This is an optimization exercise on Yosys and OpenROAD, whose aim is small area, a short achievable clock period and few clock cycles per item, not a production implementation. The RTL was checked by simulation tests, not by an equivalence proof against the original design. Power figures rest on the tool's default switching activity, not on a simulated workload.

==> flow/design.v (excerpt) <==
module fsk_demod (
    input  wire        clk,
    input  wire        rst,           
    input  wire        start,
    input  wire [17:0] cfg_sr,
    input  wire [21:0] cfg_thresh,
    input  wire [16:0] cfg_nsamp,      
    output reg         busy,
    output reg         done,
    output wire [16:0] bitcount,
    input  wire        s_valid,
    output wire        s_ready,
    input  wire [15:0] s_cur,
    input  wire [15:0] s_del,
    output reg         w_valid,
    input  wire        w_ready,
    output wire [10:0] w_addr,
    output reg  [31:0] w_data
);
Size in the first run: about 300 flip-flops, ~160 I/O pins, ~0.024 mm^2 of cells after synthesis.
Settings: LEC_CHECK=0, CAP_MARGIN=50, CORE_MARGIN=2, CORE_UTILIZATION=40, SLEW_MARGIN=70; clock period 15.0 ns.
standard.sh (not shown) runs the stock make flow with config.mk's settings and CLKGATE_MAP_FILE= SYNTH_SCRIPT=/design/flow/synth_recipe.tcl, a recipe that flattens the netlist after the stock synthesis.
==> flow/flow/run.sh <==
#!/bin/bash
# The standard layout (standard.sh: ORFS synthesis through finish, unchanged),
# except that the input and output ports are buffered with plain
# sky130_fd_sc_hd__buf_2 cells instead of the default delay buffers.
# The make output of every step goes to standard_flow.log; each ORFS tool
# writes its own full log under orfs/logs/.
set -euo pipefail
export BUFFER_PORTS_ARGS="-buffer_cell sky130_fd_sc_hd__buf_2"
bash standard.sh > standard_flow.log 2>&1
Testbench counts at the start, summed over its fixed seeds: cycles 96,560, samples 95,084.
Change:
==> flow/run.sh (new file) <==
#!/bin/bash
# synth_recipe.tcl (not shown) runs the flow's synth.tcl, then flattens the netlist and writes it again
# the make line also repeats each setting of config.mk as NAME=value (left out here)
make -C /OpenROAD-flow-scripts/flow DESIGN_CONFIG=/design/flow/config.mk WORK_HOME=/design/flow/orfs CLKGATE_MAP_FILE= SYNTH_SCRIPT=/design/flow/synth_recipe.tcl finish
removed: flow/flow/run.sh
removed: flow/standard.sh
=>
- hold slack barely changes
- wire length goes up by 1.6%
- via count goes down by 0.62%
Change:
Settings changed: CAP_MARGIN 50 to 20, SLEW_MARGIN 70 to 20.
The changed run produced a clean layout.
Total power fell by 2.3%.
Synthesized area stays the same.
Via count stays flat.

---

Another version of the RTL of fsk_demod (not shown whole).
Size in the first run: ~2300 cells after synthesis, roughly 310 flip-flops, roughly 23000 um^2 of cells after synthesis.
Settings: LEC_CHECK=0, CAP_MARGIN=50, CORE_MARGIN=2, CORE_UTILIZATION=55, CTS_CLUSTER_DIAMETER=80, CTS_CLUSTER_SIZE=30, SLEW_MARGIN=70, SYNTH_HIERARCHICAL=1; clock period 15.0 ns.
==> flow/flow/run.sh <==
#!/bin/bash
# The standard layout (standard.sh: ORFS synthesis through finish, unchanged),
# except that the input and output ports are buffered with plain
# sky130_fd_sc_hd__buf_2 cells instead of the default delay buffers.
# The make output of every step goes to standard_flow.log; each ORFS tool
# writes its own full log under orfs/logs/.
set -euo pipefail
export BUFFER_PORTS_ARGS="-buffer_cell sky130_fd_sc_hd__buf_2"
bash standard.sh > standard_flow.log 2>&1
The baseline completed with no timing, DRC or antenna violations.
Testbench counts at the start, summed over its fixed seeds: cycles 96,560, samples 95,084.
Rerun with:
--- a/flow/config.mk
+++ b/flow/config.mk
@@ -10 +10 @@
-export CORE_UTILIZATION = 55
+export CORE_UTILIZATION = 40
The changed run completed with no timing, DRC or antenna violations.
Combinational power decreases by about 0.5%.
First-iteration DRC count came out higher by 13%.
Wire length is higher by 4.8%.
Final area grows by 0.99%.
Setup slack got worse by 0.012 ns.
Utilization drops by 16 points.
Clock power rose by about 2%.
Non-clock buffer count decreases by 4.
Die area is higher by 37%.

---

Another version of the RTL of fsk_demod (not shown whole).
Size: about 2,200 cells after synthesis, ~300 flip-flops, ~23,000 um^2 of cells after synthesis.
==> flow/config.mk <==
export PLATFORM = sky130hd
export DESIGN_NAME = fsk_demod
export DESIGN_NICKNAME = fsk_demod
export VERILOG_FILES = /design/flow/design.v
export SDC_FILE = /design/flow/constraint.sdc
export NUM_CORES = 4
export LEC_CHECK = 0
export CAP_MARGIN = 50
export CORE_MARGIN = 2
export CORE_UTILIZATION = 40
export CTS_BUF_LIST = sky130_fd_sc_hd__clkbuf_8
export CTS_CLUSTER_DIAMETER = 60
export CTS_CLUSTER_SIZE = 20
export SLEW_MARGIN = 70
export SYNTH_HIERARCHICAL = 1
==> flow/constraint.sdc <==
create_clock -name core_clock -period 15.0 [get_ports {clk}]
set_input_delay 3.0000 -clock core_clock [delete_from_list [all_inputs] [get_ports {clk}]]
set_output_delay 3.0000 -clock core_clock [all_outputs]
set_load 0.01 [all_outputs]
Scripts as last shown in full above: flow/flow/run.sh
Testbench counts at the start, summed over its fixed seeds: cycles 96,560, samples 95,084.
Next try:
--- a/flow/config.mk
+++ b/flow/config.mk
@@ -9,7 +9,6 @@
 export CORE_MARGIN = 2
 export CORE_UTILIZATION = 40
-export CTS_BUF_LIST = sky130_fd_sc_hd__clkbuf_8
-export CTS_CLUSTER_DIAMETER = 60
-export CTS_CLUSTER_SIZE = 20
+export CTS_CLUSTER_DIAMETER = 80
+export CTS_CLUSTER_SIZE = 30
 export SLEW_MARGIN = 70
 export SYNTH_HIERARCHICAL = 1
Result:
- clock power is higher by roughly a tenth
- count of clock-buffer cells in the layout decreases by 12
- setup slack gets better by 30 ps
- worst hold slack loses 8.5 ps
- design area goes up slightly

-- what the ideal ports hide --
Ports are ideal in the flow. The routed layouts listed here were re-timed in OpenROAD.
Step 1: set_driving_cell puts a clkbuf_16 on clk and a buf_2 on each other input, an assumption about the parent block.
Step 2 moves the port delays by t, midway between the first and last clock arrival at a register: inputs arrive t later, outputs are due t later. That takes back most of the time a late clock gives input paths.
Three values: no drivers, after step 1, after step 2; two values: the first two.
run	t, ns	setup WS [ns]	worst register clock-pin slew, ns	worst slew at a driven data input, ns
the first run of note 1	0.617	10.637 / 10.637 / 10.259	0.06 / 0.06	0.08
the second run of note 1	0.617	10.318 / 10.257 / 9.972	0.06 / 0.06	0.07
the third run of note 1	0.625	10.185 / 10.223 / 9.598	0.07 / 0.07	0.08
the first run of note 2	0.648	10.801 / 10.742 / 10.208	0.10 / 0.10	0.10
the second run of note 2	0.639	10.789 / 10.734 / 10.293	0.09 / 0.09	0.09
the first run of note 3	0.659	10.381 / 10.381 / 10.368	0.11 / 0.11	0.06
the second run of note 3	0.621	10.411 / 10.411 / 10.367	0.09 / 0.09	0.06
After both steps setup and hold are still met in every run listed. For the first run of note 2, which loses most, drivers alone change the setup slack by -0.059 ns; drivers and shift together by -0.593 ns.
